This design comes from an exercise in tuning for small area, a short achievable clock period and few clock cycles per item on the open sky130 flow, not from production work.
In this exercise RTL edits were held to simulation tests only and were not proved equivalent to the original.
Power figures rest on the tool's default switching activity, not on a simulated workload.

Setup of raven:
Design bpe, start of the top module:
module bpe (
    input  wire        clk,
    input  wire        rst,
    input  wire        reg_req,
    input  wire        reg_we,
    input  wire [5:0]  reg_addr,
    input  wire [31:0] reg_wdata,
    output reg  [31:0] reg_rdata,
    output wire        reg_ack,
    output wire        mem_req,
    output wire        mem_we,
    output wire [31:0] mem_addr,
    output wire [7:0]  mem_wdata,
    input  wire [7:0]  mem_rdata,
    input  wire        mem_ack,
    output wire        irq
);
export LEC_CHECK = 0
export CAP_MARGIN = 5
export CORE_MARGIN = 2
export CORE_UTILIZATION = 50
export CTS_CLUSTER_DIAMETER = 80
export CTS_CLUSTER_SIZE = 20
export SETUP_SLACK_MARGIN = 4.3
export SLEW_MARGIN = 5
create_clock -name core_clock -period 10.0 [get_ports {clk}]
standard.sh (not shown) runs the stock make flow with config.mk's settings and CLKGATE_MAP_FILE= SYNTH_SCRIPT=/design/flow/synth_recipe.tcl, a recipe that flattens the netlist after the stock synthesis.
==> flow/flow/run.sh <==
#!/bin/bash
# The standard layout, with plain buffers (not delay cells) on the ports.
set -euo pipefail
bash standard.sh BUFFER_PORTS_ARGS="-buffer_cell sky130_fd_sc_hd__buf_2" finish > flow_make.log 2>&1
Testbench counts of raven, summed over its fixed seeds: cycles 39,462, commands 2,400.
What yarrow does differently from raven at the input level:
-- flow/config.mk --
<<< raven, line 12
export CTS_CLUSTER_SIZE = 20
export SETUP_SLACK_MARGIN = 4.3
export SLEW_MARGIN = 5
>>> yarrow, line 12
export CTS_CLUSTER_SIZE = 20
export SETUP_SLACK_MARGIN = 4.7
export SLEW_MARGIN = 5
## What came out
Against raven, total placed instance area in yarrow rose slightly.
yarrow packs its core more tightly than raven.
yarrow ends up with lower routability-driven placement congestion ratio than raven does.
[compare] base=raven new=yarrow: via density per instance rose 0.088, overall power rose 0.000055 W.
Of the two candidates, raven has the worse setup slack of the critical path after layout and yarrow the better one.
Data arrival time at the worst-slack endpoint (higher): raven
On yarrow: hold slack is 23 ps higher than what raven gave.
| global routing usage on met1 | higher: yarrow |
Leakage power summed over all cells for yarrow is higher than for raven.
Summary: first-pass GRT wire length, yarrow worse than raven
Input-level comparison between xenon and yarrow:
-- flow/config.mk --
<<< yarrow, line 10
export CORE_UTILIZATION = 50
export CTS_CLUSTER_DIAMETER = 80
export CTS_CLUSTER_SIZE = 20
export SETUP_SLACK_MARGIN = 4.7
export SLEW_MARGIN = 5
>>> xenon, line 10
export CORE_UTILIZATION = 50
export CTS_CLUSTER_DIAMETER = 90
export CTS_CLUSTER_SIZE = 25
export SETUP_SLACK_MARGIN = 4.2
export SLEW_MARGIN = 5
[summary]
xenon: flow completed, timing, DRC and antenna clean
yarrow was carried through to the last stage, and its layout satisfied the timing, DRC and antenna checks.
Compared with yarrow, in xenon total global routing track utilization lower; final worst setup slack lower; starting DRC count in detailed routing fell by 19%.
xenon gives less total power than yarrow did.
Core occupancy in the finished layout ended up 7.8 points lower on xenon than on yarrow.
Of the two values seen for timing endpoint of the critical path, state[0] was produced by xenon and code[1] by yarrow.
Changes in willow relative to xenon:
-- flow/config.mk --
<<< xenon, line 10
export CORE_UTILIZATION = 50
export CTS_CLUSTER_DIAMETER = 90
export CTS_CLUSTER_SIZE = 25
export SETUP_SLACK_MARGIN = 4.2
>>> willow, line 10
export CORE_UTILIZATION = 50
export CTS_CLUSTER_DIAMETER = 80
export CTS_CLUSTER_SIZE = 20
export SETUP_SLACK_MARGIN = 4.2
[summary]
Diff willow..xenon | buffer share of cell area | negligible
In the metrics for willow and xenon, the one carrying the higher fraction of area in registers is xenon.
Compared to xenon, willow has cell count 11 higher.
Going from xenon to willow, average wire per standard cell has decreased, net load switching power now larger, achievable frequency held.
Delta (willow minus xenon): total power of the final layout increased 4.1%, total length of routed wires decreased 0.34%.
### willow -> amber
-- flow/config.mk --
<<< willow, line 12
export CTS_CLUSTER_SIZE = 20
export SETUP_SLACK_MARGIN = 4.2
export SLEW_MARGIN = 5
>>> amber, line 12
export CTS_CLUSTER_SIZE = 20
export SETUP_SLACK_MARGIN = 4.0
export SLEW_MARGIN = 5
## What came out
No stage failed in amber, and the final checks on the layout all came back clean. willow went all the way through the flow, and no timing, DRC or antenna check failed. amber against willow: sequential portion of the cell area rose by 0.46 points, final cell area excluding filler cells fell by about 1%, final routed wirelength across all metal layers fell by 1.1%. In amber the internal power summed over all cells turned out 0.000043 W lower than in willow. [amber] count of inserted antenna diode cells rose 1 relative to willow. willow and amber ended up with roughly the same clock network power share.

---

bpe again, from the RTL that the note above started with.
Settings: LEC_CHECK=0, CAP_MARGIN=5, CORE_MARGIN=2, CORE_UTILIZATION=45, CTS_CLUSTER_DIAMETER=80, CTS_CLUSTER_SIZE=20, SETUP_SLACK_MARGIN=4.3, SLEW_MARGIN=5; clock period 10.0 ns.
Scripts as last shown in full above: flow/flow/run.sh
Testbench counts at the start, summed over its fixed seeds: cycles 39,462, commands 2,400.
Then changed:
--- a/flow/config.mk
+++ b/flow/config.mk
@@ -10 +10 @@
-export CORE_UTILIZATION = 45
+export CORE_UTILIZATION = 50
@@ -13 +13 @@
-export SETUP_SLACK_MARGIN = 4.3
+export SETUP_SLACK_MARGIN = 4.5
Effect:
- clock skew is about the same
- design area increases by 2.4%
- core utilization increases by 7.5 points
- global-route usage increases by 4.3 points
- fmax increases by 1.4%
- total power decreases by 0.60%
- worst setup slack is better by 79 ps
Then changed:
--- a/flow/config.mk
+++ b/flow/config.mk
@@ -8 +8 @@
-export CAP_MARGIN = 5
+export CAP_MARGIN = 0
@@ -13,2 +13,2 @@
-export SETUP_SLACK_MARGIN = 4.5
-export SLEW_MARGIN = 5
+export SETUP_SLACK_MARGIN = 4.2
+export SLEW_MARGIN = 0
=>
- The changed run went through all stages and came out clean
- critical path depth fell by 12
- via count came out lower by 3.1%
- global-route usage shrinks by 0.94 points
- count of clock-buffer cells in the layout climbs by 3
- worst hold slack gets better by 13 ps
- first-iteration DRC count decreases by 17%
- synthesized cell count is unchanged
- final area went down by 4.8%
Then changed:
==> flow/run.sh (new file) <==
#!/bin/bash
# synth_recipe.tcl (not shown) runs the flow's synth.tcl, then flattens the netlist and writes it again
# the make line also repeats each setting of config.mk as NAME=value (left out here)
make -C /OpenROAD-flow-scripts/flow DESIGN_CONFIG=/design/flow/config.mk WORK_HOME=/design/flow/orfs CLKGATE_MAP_FILE= SYNTH_SCRIPT=/design/flow/synth_recipe.tcl finish
==> flow/config.mk (replaced) <==
export PLATFORM = sky130hd
export DESIGN_NAME = bpe
export DESIGN_NICKNAME = bpe
export VERILOG_FILES = /design/flow/design.v
export SDC_FILE = /design/flow/constraint.sdc
export NUM_CORES = 4
export LEC_CHECK = 0
export CAP_MARGIN = 20
export CORE_MARGIN = 2
export CORE_UTILIZATION = 40
export SETUP_SLACK_MARGIN = 3.5
export SLEW_MARGIN = 20
removed: flow/flow/run.sh
removed: flow/standard.sh
After rerunning: Total power rises by roughly a tenth; cell area grows by a few percent; clock-buffer cell count rises by 23; routed wire length is higher slightly.
Then changed:
==> flow/flow/run.sh (new file) <==
#!/bin/bash
# The standard layout, with plain buffers (not delay cells) on the ports.
set -euo pipefail
bash standard.sh BUFFER_PORTS_ARGS="-buffer_cell sky130_fd_sc_hd__buf_2" finish > flow_make.log 2>&1
==> flow/standard.sh (new file) <==
#!/bin/bash
# synth_recipe.tcl (not shown) runs the flow's synth.tcl, then flattens the netlist and writes it again
# the make line also repeats each setting of config.mk as NAME=value (left out here)
make -C /OpenROAD-flow-scripts/flow DESIGN_CONFIG=/design/flow/config.mk WORK_HOME=/design/flow/orfs CLKGATE_MAP_FILE= SYNTH_SCRIPT=/design/flow/synth_recipe.tcl "${@:-finish}"
--- a/flow/config.mk
+++ b/flow/config.mk
@@ -8 +8 @@
-export CAP_MARGIN = 20
+export CAP_MARGIN = 5
@@ -10,3 +10,6 @@
-export CORE_UTILIZATION = 40
-export SETUP_SLACK_MARGIN = 3.5
-export SLEW_MARGIN = 20
+export CORE_UTILIZATION = 50
+export CTS_CLUSTER_DIAMETER = 80
+export CTS_CLUSTER_SIZE = 20
+export GPL_TIMING_DRIVEN = 0
+export SETUP_SLACK_MARGIN = 4.2
+export SLEW_MARGIN = 5
removed: flow/run.sh
The changed run produced a clean layout.
Final cell count fell by 2.3%.
Maximum frequency rose by 9.2%.
Wire length increases by 16%.

---

wip/ember:
Starting RTL as in the previous note.
export LEC_CHECK = 0
export CAP_MARGIN = 5
export CORE_MARGIN = 2
export CORE_UTILIZATION = 50
export CTS_CLUSTER_DIAMETER = 80
export CTS_CLUSTER_SIZE = 20
export PLACE_DENSITY = 0.7
export SETUP_SLACK_MARGIN = 4.2
export SLEW_MARGIN = 5
create_clock -name core_clock -period 10.0 [get_ports {clk}]
==> flow/flow/run.sh <==
#!/bin/bash
# The standard layout, with plain buffers (not delay cells) on the ports.
set -euo pipefail
bash standard.sh BUFFER_PORTS_ARGS="-buffer_cell sky130_fd_sc_hd__buf_2" finish > flow_make.log 2>&1
Testbench counts of wip/ember, summed over its fixed seeds: cycles 39,462, commands 2,400.
> inputs changed (wip/ember -> wip/delta)
Settings: CORE_UTILIZATION now 40, was 50; CAP_MARGIN now 20, was 5; SLEW_MARGIN now 20, was 5; SETUP_SLACK_MARGIN now 4.5, was 4.2; CTS_CLUSTER_DIAMETER no longer set, was 80; PLACE_DENSITY no longer set, was 0.7; CTS_CLUSTER_SIZE no longer set, was 20.
==> flow/run.sh (new file) <==
#!/bin/bash
# synth_recipe.tcl (not shown) runs the flow's synth.tcl, then flattens the netlist and writes it again
# the make line also repeats each setting of config.mk as NAME=value (left out here)
make -C /OpenROAD-flow-scripts/flow DESIGN_CONFIG=/design/flow/config.mk WORK_HOME=/design/flow/orfs CLKGATE_MAP_FILE= SYNTH_SCRIPT=/design/flow/synth_recipe.tcl finish
removed: flow/flow/run.sh
removed: flow/standard.sh
### Flow results
Every stage of the flow completed for wip/delta, and the final layout passed the timing, DRC and antenna checks. Of wip/delta and wip/ember, wip/ember shows the lower HPWL after detailed placement, with wip/delta above it. Summary: detailed-route wire length, wip/delta worse than wip/ember. The combinational fraction of design power reported for wip/delta is greater than that of wip/ember by 0.5 points. Of the two values seen for launching element of the worst setup path, reg_addr[2] was produced by wip/delta and reg_wdata[9] by wip/ember. Measured against wip/delta, the core outline area of wip/ember comes out at 0.80 times the reference value. Non-clock buffer count (wip/delta over wip/ember): increase, 119. Summary of wip/delta over wip/ember: worst-case setup slack after placement went down 0.42 ns, post-CTS repair timing setup buffer count up 87.
The following lists how wip/nickel was set up differently from wip/delta:
Settings: CTS_CLUSTER_DIAMETER: unset -> 80; SETUP_SLACK_MARGIN: 4.5 -> 4.2; CTS_CLUSTER_SIZE: unset -> 20; CAP_MARGIN: 20 -> 5; CORE_UTILIZATION: 40 -> 50; TNS_END_PERCENT: unset -> 50; SLEW_MARGIN: 20 -> 5.
==> flow/flow/run.sh (new file) <==
#!/bin/bash
# The standard layout, with plain buffers (not delay cells) on the ports.
set -euo pipefail
bash standard.sh BUFFER_PORTS_ARGS="-buffer_cell sky130_fd_sc_hd__buf_2" finish > flow_make.log 2>&1
==> flow/standard.sh (new file) <==
#!/bin/bash
# synth_recipe.tcl (not shown) runs the flow's synth.tcl, then flattens the netlist and writes it again
# the make line also repeats each setting of config.mk as NAME=value (left out here)
make -C /OpenROAD-flow-scripts/flow DESIGN_CONFIG=/design/flow/config.mk WORK_HOME=/design/flow/orfs CLKGATE_MAP_FILE= SYNTH_SCRIPT=/design/flow/synth_recipe.tcl "${@:-finish}"
removed: flow/run.sh
- Cmp wip/nickel and wip/delta / overall power / higher: wip/delta
- Any difference in power in sequential cells between wip/delta and wip/nickel is small enough to ignore.
- When wip/nickel is set beside wip/delta, its count of plain and timing-repair buffers in the layout turns out to be 108 smaller.
- wip/nickel: number of clock buffers in the layout is about 34% lower than what wip/delta reported.
- After detailed routing, wip/delta needs more wire than wip/nickel.
- Summary — global-route usage, wip/nickel relative to wip/delta: higher, by 5.1 points.
- wip/nickel — via count of the first global-routing pass about 4% lower, wip/delta as reference
- Going from wip/delta to wip/nickel, the number of cells on the critical path was found to have gone down by 2.
- Switching power: wip/nickel vs wip/delta down 11%
- Re cell area: wip/nickel and wip/delta aren't equal, and the lower value belongs to wip/nickel.

==> re-timing with driven ports <==
In the flow no input, the clock included, has a driving cell. The finished layouts below were timed again as built, in two steps. Step 1, drivers: a clkbuf_16 drives clk and a buf_2 each remaining input, both assumed. Step 2 times the ports against the registers' clock, not the clock port: input delays grow and output delays shrink by t, the midpoint of the rising clock arrivals with the driver on. Three values: ideal, step 1, step 2; two values: the first two.
| run | shift t [ns] | setup WS [ns] | slew at the worst register clock pin (ns) | worst slew at a driven data input, ns | pins driven straight from the clock port |
|---|---|---|---|---|---|
| raven | 0.674 | 4.265 / 4.270 / 3.635 | 0.10 / 0.10 | 0.07 | 1 |
| yarrow | 0.670 | 4.321 / 4.343 / 3.673 | 0.10 / 0.10 | 0.08 | 1 |
| xenon | 0.639 | 4.201 / 4.184 / 3.594 | 0.11 / 0.11 | 0.06 | 1 |
| willow | 0.657 | 4.212 / 4.159 / 3.642 | 0.09 / 0.09 | 0.07 | 1 |
| amber | 0.660 | 3.973 / 3.927 / 3.444 | 0.09 / 0.09 | 0.06 | 1 |
| the first run of note 2 | 0.673 | 4.268 / 4.289 / 3.634 | 0.09 / 0.09 | 0.04 | 1 |
| the second run of note 2 | 0.669 | 4.347 / 4.363 / 3.694 | 0.09 / 0.09 | 0.08 | 1 |
| the third run of note 2 | 0.657 | 4.212 / 4.159 / 3.642 | 0.09 / 0.09 | 0.07 | 1 |
| the fourth run of note 2 | 0.653 | 3.587 / 3.528 / 2.965 | 0.06 / 0.06 | 0.04 | 1 |
| the fifth run of note 2 | 0.686 | 4.125 / 4.096 / 3.509 | 0.10 / 0.10 | 0.06 | 1 |
| wip/ember | 0.655 | 4.233 / 4.210 / 3.614 | 0.09 / 0.09 | 0.04 | 1 |
| wip/delta | 0.669 | 4.475 / 4.414 / 3.827 | 0.07 / 0.07 | 0.07 | 1 |
| wip/nickel | 0.663 | 4.122 / 4.078 / 3.650 | 0.10 / 0.10 | 0.06 | 1 |
After both steps setup and hold are still met in every run listed. The setup slack of the second run of note 2, which loses most, moves by +0.016 ns with the drivers and by -0.653 ns with both steps.
